Source: an optimization exercise on an open RTL-to-GDS flow (aim: small area). Production flows keep margins and buffers that such runs may drop. Where RTL was checked, it was by simulation tests only, not by an equivalence proof against the original. Power and IR drop assume default switching activity.

==> inputs of exp/garnet <==
==> flow/design.v (excerpt) <==
module mc32_core (
  input  wire        clk,
  input  wire        rst,           
  input  wire [31:0] prog_len,      
  output wire [31:0] imem_addr,
  input  wire [63:0] imem_rdata,
  output wire [9:0]  dmem_addr,
  output wire        dmem_we,
  output wire [31:0] dmem_wdata,
  input  wire [31:0] dmem_rdata,
  input  wire        in_valid,
  input  wire        in_eof,
  input  wire [7:0]  in_data,
  output wire        in_ready,
  output wire        out_valid,
  output wire [7:0]  out_data,
  output wire        halted,
  output wire        faulted,
  output wire [2:0]  fault_code,
  output wire [31:0] exit_code
);
clock: 10.0 ns
lec_check: 0
abc_area: 0
cap_margin: 20
core_margin: 2
core_utilization: 40
place_density: 0.6
slew_margin: 20
standard.sh (not shown) runs the stock make flow with config.mk's settings and CLKGATE_MAP_FILE= SYNTH_SCRIPT=/design/flow/synth_recipe.tcl, a recipe that flattens the netlist after the stock synthesis.
==> flow/flow/run.sh <==
#!/bin/bash
# The standard layout (the standard.sh, standard synthesis unchanged), with two knobs:
# every port still gets a buffer, but the small buf_1; and CTS without dummy loads, with
# clusters of at most 16 sinks driven by clkbuf_8.
set -euo pipefail
bash standard.sh \
  "BUFFER_PORTS_ARGS=-buffer_cell sky130_fd_sc_hd__buf_1" \
  "CTS_ARGS=-sink_clustering_enable -repair_clock_nets -dont_use_dummy_load -sink_clustering_size 16 -sink_clustering_max_diameter 80 -buf_list sky130_fd_sc_hd__clkbuf_8" \
  finish > standard.log 2>&1
==> exp/onyx (differences from exp/garnet) <==
--- a/flow/design.v
+++ b/flow/design.v
@@ -30,37 +30,43 @@
   localparam [2:0] F_PUTBACK  = 3'd7;
   localparam [7:0] OP_MOV  = 8'h01, OP_ADD = 8'h02, OP_SUB = 8'h03, OP_AND = 8'h04,
                    OP_ORR  = 8'h05, OP_EOR = 8'h06, OP_MVN = 8'h07, OP_LSL = 8'h08,
                    OP_LSR  = 8'h09, OP_CMP = 8'h0A, OP_STR = 8'h0B, OP_LDR = 8'h0C,
                    OP_B    = 8'h10, OP_BEQ = 8'h11, OP_BNE = 8'h12, OP_BLT = 8'h13,
                    OP_BGT  = 8'h14, OP_BL  = 8'h15, OP_RET = 8'h16, OP_HALT = 8'h20;
   localparam [2:0] S_R1 = 3'd0, S_R2 = 3'd1, S_WAIT = 3'd2, S_ALIGN = 3'd3,
                    S_HALT = 3'd4, S_FAULT = 3'd5, S_BOOT = 3'd6;
-  localparam [2:0] W_T = 3'd0, W_SH = 3'd1, W_MEM = 3'd2, W_IN = 3'd3,
-                   W_PB = 3'd4, W_ZERO = 3'd5;
-  localparam [1:0] P_INC = 2'd0, P_T = 2'd1, P_RS = 2'd2;
+  localparam [2:0] W_NONE = 3'd0, W_T = 3'd1, W_SHL = 3'd2, W_SHR = 3'd3,
+                   W_MEM = 3'd4, W_IN = 3'd5, W_PB = 3'd6, W_ZERO = 3'd7;
+  localparam [1:0] M_NONE = 2'd0, M_WRITE = 2'd1, M_OUT = 2'd2, M_PUTBACK = 2'd3;
+  localparam [1:0] P_INC = 2'd0, P_T = 2'd1, P_RS = 2'd2, P_BL = 2'd3;
   reg [2:0]  st;
   reg [2:0]  ph;
   reg [2:0]  fcode;
   reg        flag_n, flag_z, flag_c, flag_v;
   reg [4:0]  rs_cnt;
   reg        pb_full;
   reg        eq, gt;           
   reg [31:0] pc;
   reg [31:0] T;
   reg [11:0] A;
   reg        hi;               
   reg        cy, zacc, ic;
-  reg        l_wen;
   reg [2:0]  l_wsel;
   reg [3:0]  l_rd;
-  reg        l_lsr;
-  reg        l_dwe, l_oval, l_pbw, l_pbclr, l_push, l_pop, l_halt;
+  reg [1:0]  l_mem;
   reg [1:0]  l_pcsel;
+  reg        l_halt;
+  wire       l_wen   = (l_wsel != W_NONE);
+  wire       l_lsr   = (l_wsel == W_SHR);
+  wire       l_pbclr = (l_wsel == W_PB);
+  wire       l_pbw   = (l_mem == M_PUTBACK);
+  wire       l_push  = (l_pcsel == P_BL);
+  wire       l_pop   = (l_pcsel == P_RS);
   wire r1 = (st == S_R1);
   wire r2 = (st == S_R2);
   wire boot = (st == S_BOOT);
   wire [63:0] w    = imem_rdata;
   wire [7:0]  opc  = w[63:56];
   wire [3:0]  rd   = w[55:52];
   wire [3:0]  rn   = w[51:48];
   wire [3:0]  rm   = w[47:44];
@@ -105,22 +111,24 @@
       OP_BGT:  take = !flag_z && (flag_n == flag_v);
       OP_BL:   take = 1'b1;
       default: take = 1'b0;
     endcase
   end
   wire [3:0] xh [0:NREG-1];
   wire       x_wr = r2 && l_wen;
   reg  [3:0] wd;
+  wire [3:0] wdb  = boot ? 4'h0 : wd;
   genvar g;
   generate
     for (g = 0; g < NREG; g = g + 1) begin : xr
       reg [31:0] q;
       always @(posedge clk)
-        q <= {boot ? rnib(g, ph) : (x_wr && (l_rd == g)) ? wd : q[3:0], q[31:4]};
+        q <= {(boot || (x_wr && (l_rd == g))) ? ((g == NREG - 1) ? (boot ? rnib(g, ph) : wd) : wdb) : q[3:0],
+              q[31:4]};
       assign xh[g] = q[3:0];
     end
   endgenerate
   function [3:0] rnib(input [3:0] sel, input [2:0] p);
     begin
       if (sel == 4'd12)
         rnib = (p == 3'd0) ? 4'hC : (p == 3'd1) ? 4'hF : (p == 3'd2) ? 4'h3 : 4'h0;
       else
@@ -169,21 +177,22 @@
   wire a_fault = !range && (A[9:0] == 10'd1021);
   wire a_in    = !range && (A[9:0] == 10'd1022);
   wire a_out   = !range && (A[9:0] == 10'd1023);
   wire a_plain = !range && (A[9:0] <= 10'd1020);
   wire ldr_wait = !eq && is_ldr && a_in && !pb_full;
   wire [4*DEPTH-1:0] rshf;
   wire [3:0] rs_top = rshf[{rs_cnt[3:0] - 4'd1, 2'b00} +: 4];
   wire       pc_sh   = rst || (r1 && ph == 3'd7) || ((r2 || boot) && ph != 3'd7);
-  wire [1:0] pcsel_d = (eq || is_halt || (f_br && take)) ? P_T : is_ret ? P_RS : P_INC;
+  wire [1:0] pcsel_d = eq ? P_T : is_bl ? P_BL : (is_halt || (f_br && take)) ? P_T :
+                       is_ret ? P_RS : P_INC;
   wire [1:0] pcsel   = r1 ? pcsel_d : l_pcsel;
-  wire       push    = r1 ? (!eq && is_bl) : l_push;
+  wire       push    = (pcsel == P_BL);
   wire [4:0] inc     = {1'b0, pc[3:0]} + {4'd0, r1 ? 1'b1 : ic};
-  wire [3:0] pcnib   = (rst || boot) ? 4'h0 : (pcsel == P_T) ? T[7:4] : (pcsel == P_RS) ? rs_top : inc[3:0];
+  wire [3:0] pcnib   = (rst || boot) ? 4'h0 : pcsel[0] ? T[7:4] : pcsel[1] ? rs_top : inc[3:0];
   generate
     for (g = 0; g < DEPTH; g = g + 1) begin : rsr
       reg [31:0] q;
       always @(posedge clk)
         q <= {(pc_sh && push && (rs_cnt[3:0] == g)) ? inc[3:0] : q[3:0], q[31:4]};
       assign rshf[4*g +: 4] = q[3:0];
     end
   endgenerate
@@ -229,28 +238,29 @@
   wire [3:0] shnib  = big ? 4'h0 : shw;
   always @(posedge clk)
     sh_prev <= r1 ? (sh_lsr ? cur_r1 : 4'h0) : cur;
   wire [3:0] dnib  = dmem_rdata[{ph, 2'b00} +: 4];
   wire [3:0] innib = A[8] ? 4'hF : (ph == 3'd0) ? A[3:0] : (ph == 3'd1) ? A[7:4] : 4'h0;
   always @(*) begin
     case (l_wsel)
       W_T:     wd = T[3:0];
-      W_SH:    wd = shnib;
+      W_SHL:   wd = shnib;
+      W_SHR:   wd = shnib;
       W_MEM:   wd = dnib;
       W_IN:    wd = innib;
       W_PB:    wd = pb[3:0];
       default: wd = 4'h0;
     endcase
   end
   assign imem_addr  = pc;
   assign dmem_addr  = A[9:0];
   assign dmem_wdata = T;
-  assign dmem_we    = r2 && (ph == 3'd0) && l_dwe;
-  assign out_valid  = r2 && (ph == 3'd0) && l_oval;
+  assign dmem_we    = r2 && (ph == 3'd0) && (l_mem == M_WRITE);
+  assign out_valid  = r2 && (ph == 3'd0) && (l_mem == M_OUT);
   assign out_data   = T[7:0];
   assign in_ready   = (r1 && (ph == 3'd7) && ldr_wait) || (st == S_WAIT);
   assign halted     = (st == S_HALT);
   assign faulted    = (st == S_FAULT);
   assign fault_code = fcode;
   assign exit_code  = pc;
   wire take_in = in_ready && in_valid;
   always @(posedge clk) begin
@@ -299,31 +309,26 @@
                 st <= S_FAULT; fcode <= F_CALL;
               end else if (is_ret && rs_cnt == 5'd0) begin
                 st <= S_FAULT; fcode <= F_RET;
               end
             end
           end
           if (ph == 3'd7) begin
             l_rd    <= rd;
-            l_lsr   <= (opc == OP_LSR);
             l_pcsel <= pcsel_d;
-            l_push  <= !eq && is_bl;
-            l_pop   <= !eq && is_ret;
             l_halt  <= eq || is_halt;
-            l_wen   <= !eq && (f_dp3 || f_dp2 || is_ldr);
-            l_wsel  <= is_sh ? W_SH :
+            l_wsel  <= (eq || !(f_dp3 || f_dp2 || is_ldr)) ? W_NONE :
+                       (opc == OP_LSL) ? W_SHL :
+                       (opc == OP_LSR) ? W_SHR :
                        !is_ldr ? W_T :
                        a_plain ? W_MEM :
                        a_out   ? W_ZERO :
                        pb_full ? W_PB : W_IN;
-            l_dwe   <= !eq && is_str && a_plain;
-            l_oval  <= !eq && is_str && a_out;
-            l_pbw   <= !eq && is_str && a_in;
-            l_pbclr <= !eq && is_ldr && a_in && pb_full;
+            l_mem   <= (eq || !is_str) ? M_NONE : a_plain ? M_WRITE : a_out ? M_OUT : M_PUTBACK;
             if (!eq && f_cmp) begin
               flag_n <= d31;
               flag_z <= zacc && zn;
               flag_c <= (a31 & ~b31) | ((a31 == b31) & d31);
               flag_v <= (~a31 & b31 & d31) | (a31 & ~b31 & ~d31);
             end
             st <= S_R2;
             if (!eq && f_mem && range) begin
==> flow/config.mk (replaced) <==
export PLATFORM = sky130hd
export DESIGN_NAME = mc32_core
export DESIGN_NICKNAME = mc32_core
export VERILOG_FILES = /design/flow/design.v
export SDC_FILE = /design/flow/constraint.sdc
export NUM_CORES = 4
export LEC_CHECK = 0
export ABC_AREA = 0
export CAP_MARGIN = 20
export CORE_MARGIN = 2
export CORE_UTILIZATION = 55
export PLACE_DENSITY = 0.72
export SLEW_MARGIN = 20
==> exp/willow (differences from exp/garnet) <==
--- a/flow/design.v
+++ b/flow/design.v
@@ -29,41 +29,54 @@
   localparam [2:0] F_RET      = 3'd6;
   localparam [2:0] F_PUTBACK  = 3'd7;
   localparam [7:0] OP_MOV  = 8'h01, OP_ADD = 8'h02, OP_SUB = 8'h03, OP_AND = 8'h04,
                    OP_ORR  = 8'h05, OP_EOR = 8'h06, OP_MVN = 8'h07, OP_LSL = 8'h08,
                    OP_LSR  = 8'h09, OP_CMP = 8'h0A, OP_STR = 8'h0B, OP_LDR = 8'h0C,
                    OP_B    = 8'h10, OP_BEQ = 8'h11, OP_BNE = 8'h12, OP_BLT = 8'h13,
                    OP_BGT  = 8'h14, OP_BL  = 8'h15, OP_RET = 8'h16, OP_HALT = 8'h20;
   localparam [2:0] S_R1 = 3'd0, S_R2 = 3'd1, S_WAIT = 3'd2, S_ALIGN = 3'd3,
-                   S_HALT = 3'd4, S_FAULT = 3'd5, S_BOOT = 3'd6;
-  localparam [2:0] W_T = 3'd0, W_SH = 3'd1, W_MEM = 3'd2, W_IN = 3'd3,
-                   W_PB = 3'd4, W_ZERO = 3'd5;
-  localparam [1:0] P_INC = 2'd0, P_T = 2'd1, P_RS = 2'd2;
+                   S_HALT = 3'd4, S_FAULT = 3'd5, S_BOOT = 3'd6, S_BOOT1 = 3'd7;
+  localparam [2:0] W_NONE = 3'd0, W_T = 3'd1, W_SHL = 3'd2, W_SHR = 3'd3,
+                   W_MEM = 3'd4, W_IN = 3'd5, W_PB = 3'd6, W_ZERO = 3'd7;
+  localparam [1:0] M_NONE = 2'd0, M_WRITE = 2'd1, M_OUT = 2'd2, M_PUTBACK = 2'd3;
+  localparam [1:0] P_INC = 2'd0, P_T = 2'd1, P_RS = 2'd2, P_BL = 2'd3;
   reg [2:0]  st;
   reg [2:0]  ph;
   reg [2:0]  fcode;
   reg        flag_n, flag_z, flag_c, flag_v;
   reg [4:0]  rs_cnt;
   reg        pb_full;
   reg        eq, gt;           
   reg [31:0] pc;
   reg [31:0] T;
   reg [11:0] A;
   reg        hi;               
   reg        cy, zacc, ic;
-  reg        l_wen;
   reg [2:0]  l_wsel;
   reg [3:0]  l_rd;
-  reg        l_lsr;
-  reg        l_dwe, l_oval, l_pbw, l_pbclr, l_push, l_pop, l_halt;
+  reg [1:0]  l_mem;
   reg [1:0]  l_pcsel;
+  reg        l_halt;
+  wire       l_wen   = (l_wsel != W_NONE);
+  wire       l_lsr   = (l_wsel == W_SHR);
+  wire       l_pbclr = (l_wsel == W_PB);
+  wire       l_pbw   = (l_mem == M_PUTBACK);
+  wire       l_push  = (l_pcsel == P_BL);
+  wire       l_pop   = (l_pcsel == P_RS);
   wire r1 = (st == S_R1);
   wire r2 = (st == S_R2);
-  wire boot = (st == S_BOOT);
+  wire boot  = (st == S_BOOT);
+  wire boot1 = (st == S_BOOT1);
+  wire waitst = (st == S_WAIT);
+  wire align  = (st == S_ALIGN);
+  reg        ieof;
+  reg        pw;
+  reg [2:0]  qe;
+  reg [2:0]  kc;                
   wire [63:0] w    = imem_rdata;
   wire [7:0]  opc  = w[63:56];
   wire [3:0]  rd   = w[55:52];
   wire [3:0]  rn   = w[51:48];
   wire [3:0]  rm   = w[47:44];
   wire [2:0]  z1   = w[43:41];
   wire        ibit = w[40];
   wire [7:0]  z2   = w[39:32];
@@ -103,24 +116,26 @@
       OP_BNE:  take = !flag_z;
       OP_BLT:  take = (flag_n != flag_v);
       OP_BGT:  take = !flag_z && (flag_n == flag_v);
       OP_BL:   take = 1'b1;
       default: take = 1'b0;
     endcase
   end
   wire [3:0] xh [0:NREG-1];
-  wire       x_wr = r2 && l_wen;
+  wire       x_wr = (r2 && l_wen) || pw;
   reg  [3:0] wd;
+  wire [3:0] wdb  = boot ? 4'h0 : wd;
   genvar g;
   generate
     for (g = 0; g < NREG; g = g + 1) begin : xr
       reg [31:0] q;
       always @(posedge clk)
-        q <= {boot ? rnib(g, ph) : (x_wr && (l_rd == g)) ? wd : q[3:0], q[31:4]};
+        q <= {(boot || (x_wr && (l_rd == g))) ? ((g == NREG - 1) ? (boot ? rnib(g, ph) : wd) : wdb) : q[3:0],
+              q[31:4]};
       assign xh[g] = q[3:0];
     end
   endgenerate
   function [3:0] rnib(input [3:0] sel, input [2:0] p);
     begin
       if (sel == 4'd12)
         rnib = (p == 3'd0) ? 4'hC : (p == 3'd1) ? 4'hF : (p == 3'd2) ? 4'h3 : 4'h0;
       else
@@ -134,18 +149,19 @@
   endfunction
   wire [4*NREG-1:0] xhf;
   generate
     for (g = 0; g < NREG; g = g + 1) begin : xf
       assign xhf[4*g +: 4] = xh[g];
     end
   endgenerate
   wire [3:0] selN = eq ? 4'd0 : (is_str ? rd : rn);
-  wire [3:0] nA   = xread(selN, xhf);
-  wire [3:0] nM   = xread(rm, xhf);
+  wire [3:0] innib;
+  wire [3:0] nA   = (pw && selN == l_rd) ? innib : xread(selN, xhf);
+  wire [3:0] nM   = (pw && rm == l_rd) ? innib : xread(rm, xhf);
   wire [3:0] nImm = imm[{ph, 2'b00} +: 4];
   wire [3:0] nB   = ibit ? nImm : nM;
   wire [3:0] bx  = is_sub ? ~nB : nB;
   wire       cin = (ph == 3'd0) ? is_sub : cy;
   wire [4:0] sum = {1'b0, nA} + {1'b0, bx} + {4'd0, cin};
   reg [3:0] alu;
   always @(*) begin
     if (eq)
@@ -168,22 +184,23 @@
   wire range   = (A[11:10] != 2'd0) || hi || (nB != 4'd0);
   wire a_fault = !range && (A[9:0] == 10'd1021);
   wire a_in    = !range && (A[9:0] == 10'd1022);
   wire a_out   = !range && (A[9:0] == 10'd1023);
   wire a_plain = !range && (A[9:0] <= 10'd1020);
   wire ldr_wait = !eq && is_ldr && a_in && !pb_full;
   wire [4*DEPTH-1:0] rshf;
   wire [3:0] rs_top = rshf[{rs_cnt[3:0] - 4'd1, 2'b00} +: 4];
-  wire       pc_sh   = rst || (r1 && ph == 3'd7) || ((r2 || boot) && ph != 3'd7);
-  wire [1:0] pcsel_d = (eq || is_halt || (f_br && take)) ? P_T : is_ret ? P_RS : P_INC;
+  wire       pc_sh   = (r1 && ph == 3'd7) || boot1 || ((r2 || waitst || align || boot) && kc != 3'd0);
+  wire [1:0] pcsel_d = eq ? P_T : is_bl ? P_BL : (is_halt || (f_br && take)) ? P_T :
+                       is_ret ? P_RS : P_INC;
   wire [1:0] pcsel   = r1 ? pcsel_d : l_pcsel;
-  wire       push    = r1 ? (!eq && is_bl) : l_push;
+  wire       push    = (pcsel == P_BL);
   wire [4:0] inc     = {1'b0, pc[3:0]} + {4'd0, r1 ? 1'b1 : ic};
-  wire [3:0] pcnib   = (rst || boot) ? 4'h0 : (pcsel == P_T) ? T[7:4] : (pcsel == P_RS) ? rs_top : inc[3:0];
+  wire [3:0] pcnib   = (boot || boot1) ? 4'h0 : pcsel[0] ? T[7:4] : pcsel[1] ? rs_top : inc[3:0];
   generate
     for (g = 0; g < DEPTH; g = g + 1) begin : rsr
       reg [31:0] q;
       always @(posedge clk)
         q <= {(pc_sh && push && (rs_cnt[3:0] == g)) ? inc[3:0] : q[3:0], q[31:4]};
       assign rshf[4*g +: 4] = q[3:0];
     end
   endgenerate
@@ -225,32 +242,33 @@
       3'b110: shw = shwin[5:2];
       default: shw = shwin[6:3];
     endcase
   end
   wire [3:0] shnib  = big ? 4'h0 : shw;
   always @(posedge clk)
     sh_prev <= r1 ? (sh_lsr ? cur_r1 : 4'h0) : cur;
   wire [3:0] dnib  = dmem_rdata[{ph, 2'b00} +: 4];
-  wire [3:0] innib = A[8] ? 4'hF : (ph == 3'd0) ? A[3:0] : (ph == 3'd1) ? A[7:4] : 4'h0;
+  assign     innib = ieof ? 4'hF : (ph == 3'd0) ? A[3:0] : (ph == 3'd1) ? (r1 ? A[3:0] : A[7:4]) : 4'h0;
   always @(*) begin
     case (l_wsel)
       W_T:     wd = T[3:0];
-      W_SH:    wd = shnib;
+      W_SHL:   wd = shnib;
+      W_SHR:   wd = shnib;
       W_MEM:   wd = dnib;
       W_IN:    wd = innib;
       W_PB:    wd = pb[3:0];
       default: wd = 4'h0;
     endcase
   end
   assign imem_addr  = pc;
   assign dmem_addr  = A[9:0];
   assign dmem_wdata = T;
-  assign dmem_we    = r2 && (ph == 3'd0) && l_dwe;
-  assign out_valid  = r2 && (ph == 3'd0) && l_oval;
+  assign dmem_we    = r2 && (ph == 3'd0) && (l_mem == M_WRITE);
+  assign out_valid  = r2 && (ph == 3'd0) && (l_mem == M_OUT);
   assign out_data   = T[7:0];
   assign in_ready   = (r1 && (ph == 3'd7) && ldr_wait) || (st == S_WAIT);
   assign halted     = (st == S_HALT);
   assign faulted    = (st == S_FAULT);
   assign fault_code = fcode;
   assign exit_code  = pc;
   wire take_in = in_ready && in_valid;
   always @(posedge clk) begin
@@ -260,36 +278,48 @@
       zacc <= ((ph == 3'd0) ? 1'b1 : zacc) && zn;
       if (ph <= 3'd2) begin
         A  <= {nB, A[11:4]};
         hi <= 1'b0;
       end else begin
         hi <= hi || (nB != 4'd0);
       end
     end
-    if (take_in)
-      A[8:0] <= {in_eof, in_data};
+    if (take_in) begin
+      A[7:0] <= in_data;
+      ieof   <= in_eof;
+    end
     if (pc_sh)
       ic <= inc[4];
     if (pc_sh)
       pc <= {pcnib, pc[31:4]};
   end
   always @(posedge clk) begin
     if (rst) begin
-      st      <= S_BOOT;
-      ph      <= 3'd0;
+      st      <= S_BOOT1;
+      ph      <= 3'd7;
+      kc      <= 3'd0;
+      pw      <= 1'b0;
       fcode   <= 3'd0;
       flag_n  <= 1'b0;
       flag_z  <= 1'b0;
       flag_c  <= 1'b0;
       flag_v  <= 1'b0;
       rs_cnt  <= 5'd0;
       pb_full <= 1'b0;
     end else begin
       ph <= ph + 3'd1;
+      if (pc_sh) begin
+        kc <= kc + 3'd1;
+        eq <= ((kc == 3'd0) || eq) && (pcnib == prog_len[{kc, 2'b00} +: 4]);
+        gt <= (pcnib > prog_len[{kc, 2'b00} +: 4]) ||
+              ((pcnib == prog_len[{kc, 2'b00} +: 4]) && (kc != 3'd0) && gt);
+      end
+      if (pw && ph == qe)
+        pw <= 1'b0;
       case (st)
         S_R1: begin
           if (ph == 3'd0) begin
             if (gt) begin
               st <= S_FAULT; fcode <= F_FETCH;
             end else if (!eq) begin
               if (illegal) begin
                 st <= S_FAULT; fcode <= F_ILLEGAL;
@@ -299,31 +329,26 @@
                 st <= S_FAULT; fcode <= F_CALL;
               end else if (is_ret && rs_cnt == 5'd0) begin
                 st <= S_FAULT; fcode <= F_RET;
               end
             end
           end
           if (ph == 3'd7) begin
             l_rd    <= rd;
-            l_lsr   <= (opc == OP_LSR);
             l_pcsel <= pcsel_d;
-            l_push  <= !eq && is_bl;
-            l_pop   <= !eq && is_ret;
             l_halt  <= eq || is_halt;
-            l_wen   <= !eq && (f_dp3 || f_dp2 || is_ldr);
-            l_wsel  <= is_sh ? W_SH :
+            l_wsel  <= (eq || !(f_dp3 || f_dp2 || is_ldr)) ? W_NONE :
+                       (opc == OP_LSL) ? W_SHL :
+                       (opc == OP_LSR) ? W_SHR :
                        !is_ldr ? W_T :
                        a_plain ? W_MEM :
                        a_out   ? W_ZERO :
                        pb_full ? W_PB : W_IN;
-            l_dwe   <= !eq && is_str && a_plain;
-            l_oval  <= !eq && is_str && a_out;
-            l_pbw   <= !eq && is_str && a_in;
-            l_pbclr <= !eq && is_ldr && a_in && pb_full;
+            l_mem   <= (eq || !is_str) ? M_NONE : a_plain ? M_WRITE : a_out ? M_OUT : M_PUTBACK;
             if (!eq && f_cmp) begin
               flag_n <= d31;
               flag_z <= zacc && zn;
               flag_c <= (a31 & ~b31) | ((a31 == b31) & d31);
               flag_v <= (~a31 & b31 & d31) | (a31 & ~b31 & ~d31);
             end
             st <= S_R2;
             if (!eq && f_mem && range) begin
@@ -333,39 +358,37 @@
             end else if (!eq && is_str && a_in && pb_full) begin
               st <= S_FAULT; fcode <= F_PUTBACK;
             end else if (ldr_wait && !in_valid) begin
               st <= S_WAIT;
             end
           end
         end
         S_WAIT: begin
-          if (in_valid)
-            st <= (ph == 3'd7) ? S_R2 : S_ALIGN;
+          if (in_valid) begin
+            if (ph == 3'd7) begin
+              st <= S_R2;
+            end else begin
+              st <= S_ALIGN;
+              pw <= 1'b1;
+              qe <= ph;
+            end
+          end
         end
         S_ALIGN: begin
           if (ph == 3'd7)
-            st <= S_R2;
+            st <= S_R1;
         end
+        S_BOOT1: st <= S_BOOT;
         S_BOOT: begin
           if (ph == 3'd7)
             st <= S_R1;
         end
         default: ;    
       endcase
-      if (r2 || boot) begin
-          if (ph == 3'd0) begin
-            eq <= (pc[31:28] == prog_len[3:0]);
-            gt <= (pc[31:28] > prog_len[3:0]);
-          end else begin
-            eq <= eq && (pc[31:28] == prog_len[{ph, 2'b00} +: 4]);
-            gt <= (pc[31:28] > prog_len[{ph, 2'b00} +: 4]) ||
-                  ((pc[31:28] == prog_len[{ph, 2'b00} +: 4]) && gt);
-          end
-      end
       case (st)
         S_R2: begin
           if (ph == 3'd7) begin
             st <= l_halt ? S_HALT : S_R1;
             if (l_push)
               rs_cnt <= rs_cnt + 5'd1;
             if (l_pop)
               rs_cnt <= rs_cnt - 5'd1;
==> flow/flow/run.sh (replaced) <==
#!/bin/bash
# The standard layout (the standard.sh, standard synthesis unchanged), with two knobs:
# every port still gets a buffer, but the small buf_1; and CTS without dummy loads, with
# clusters of at most 26 sinks driven by clkbuf_16.
set -euo pipefail
bash standard.sh \
  "BUFFER_PORTS_ARGS=-buffer_cell sky130_fd_sc_hd__buf_1" \
  "CTS_ARGS=-sink_clustering_enable -repair_clock_nets -dont_use_dummy_load -sink_clustering_size 26 -sink_clustering_max_diameter 60 -buf_list sky130_fd_sc_hd__clkbuf_16" \
  finish > standard.log 2>&1
==> flow/config.mk (replaced) <==
export PLATFORM = sky130hd
export DESIGN_NAME = mc32_core
export DESIGN_NICKNAME = mc32_core
export VERILOG_FILES = /design/flow/design.v
export SDC_FILE = /design/flow/constraint.sdc
export NUM_CORES = 4
export LEC_CHECK = 0
export ABC_AREA = 0
export CAP_MARGIN = 20
export CORE_MARGIN = 2
export CORE_UTILIZATION = 55
export PLACE_DENSITY = 0.72
export SLEW_MARGIN = 20
==> comparison table <==
Worst clock skew: exp/garnet 0.105 ns; exp/willow 0.0943 ns; exp/onyx 0.104 ns
Combinational fraction of design power: exp/garnet 3.5%; exp/willow 10.6%; exp/onyx 3.9%
Non-Filler Instances: exp/garnet 3567; exp/willow 3212; exp/onyx 3225
Post-synthesis xor/xnor area fraction: exp/garnet 0.621%; exp/willow 1.14%; exp/onyx 0.540%
Total wire length after detailed routing: exp/garnet 65500 um; exp/willow 63500 um; exp/onyx 66200 um
Cell leakage power: exp/garnet 12.8 nW; exp/willow 12.8 nW; exp/onyx 12.8 nW
Total net switching power: exp/garnet 1.39 mW; exp/willow 1.95 mW; exp/onyx 1.39 mW
Post-layout util: exp/garnet 43.9%; exp/willow 60.7%; exp/onyx 60.4%
Run status: exp/garnet complete, no violations; exp/willow complete, no violations; exp/onyx complete, no violations
Startpoint of the tightest hold check path: exp/garnet xr[2].q[6]; exp/willow xr[12].q[14]; exp/onyx rsr[3].q[12]
Root Buffer: exp/garnet sky130_fd_sc_hd__clkbuf_8; exp/willow sky130_fd_sc_hd__clkbuf_16; exp/onyx sky130_fd_sc_hd__clkbuf_8
# fillers: exp/garnet 7015; exp/willow 4325; exp/onyx 4314
DIE HEIGHT: exp/garnet 283 um; exp/willow 241 um; exp/onyx 241 um
Cell area after synthesis: exp/garnet 31100 um^2; exp/willow 30800 um^2; exp/onyx 30800 um^2
Share of final-layout standard cells stronger than drive strength 1: exp/garnet 9.11%; exp/willow 9.47%; exp/onyx 11.3%
Final min period: exp/garnet 8.18 ns; exp/willow 8.04 ns; exp/onyx 7.26 ns
Multi-input combinational area share: exp/garnet 23.1%; exp/willow 22.8%; exp/onyx 23.3%
Total combinational power: exp/garnet 232 uW; exp/willow 840 uW; exp/onyx 256 uW
Standard cell area after detailed placement: exp/garnet 32800 um^2; exp/willow 32200 um^2; exp/onyx 32300 um^2
Via-to-Cell Ratio: exp/garnet 4.82; exp/willow 5.30; exp/onyx 5.32
Only the layout flow was run in exp/garnet; the RTL was not checked for function there.

-- port drivers added, routing unchanged --
No port has a modelled driver above. Below, the same layouts with a new extraction and two added sets of constraints. Step 1, drivers: a clkbuf_16 drives clk and a buf_2 each remaining input, both assumed. Step 2 times the ports against the registers' clock, not the clock port: input delays grow and output delays shrink by t, the midpoint of the rising clock arrivals with the driver on. Three values: ideal ports, drivers, drivers and shift; two values: the first two.
| run | t (ns) | setup WS [ns] | worst hold slack (ns) | worst setup path at the end |
|---|---|---|---|---|
| exp/garnet | 0.707 | 1.824 / 1.765 / 1.765 | 0.277 / 0.277 / 0.277 | input to output |
| exp/onyx | 0.705 | 2.739 / 2.699 / 2.699 | 0.275 / 0.275 / 0.275 | input to output |
| exp/willow | 0.650 | 1.959 / 1.905 / 1.905 | 0.238 / 0.238 / 0.238 | input to output |
After both steps setup and hold are still met in every run listed. The setup slack of exp/garnet, which loses most, moves by -0.059 ns with the drivers and by -0.059 ns with both steps.
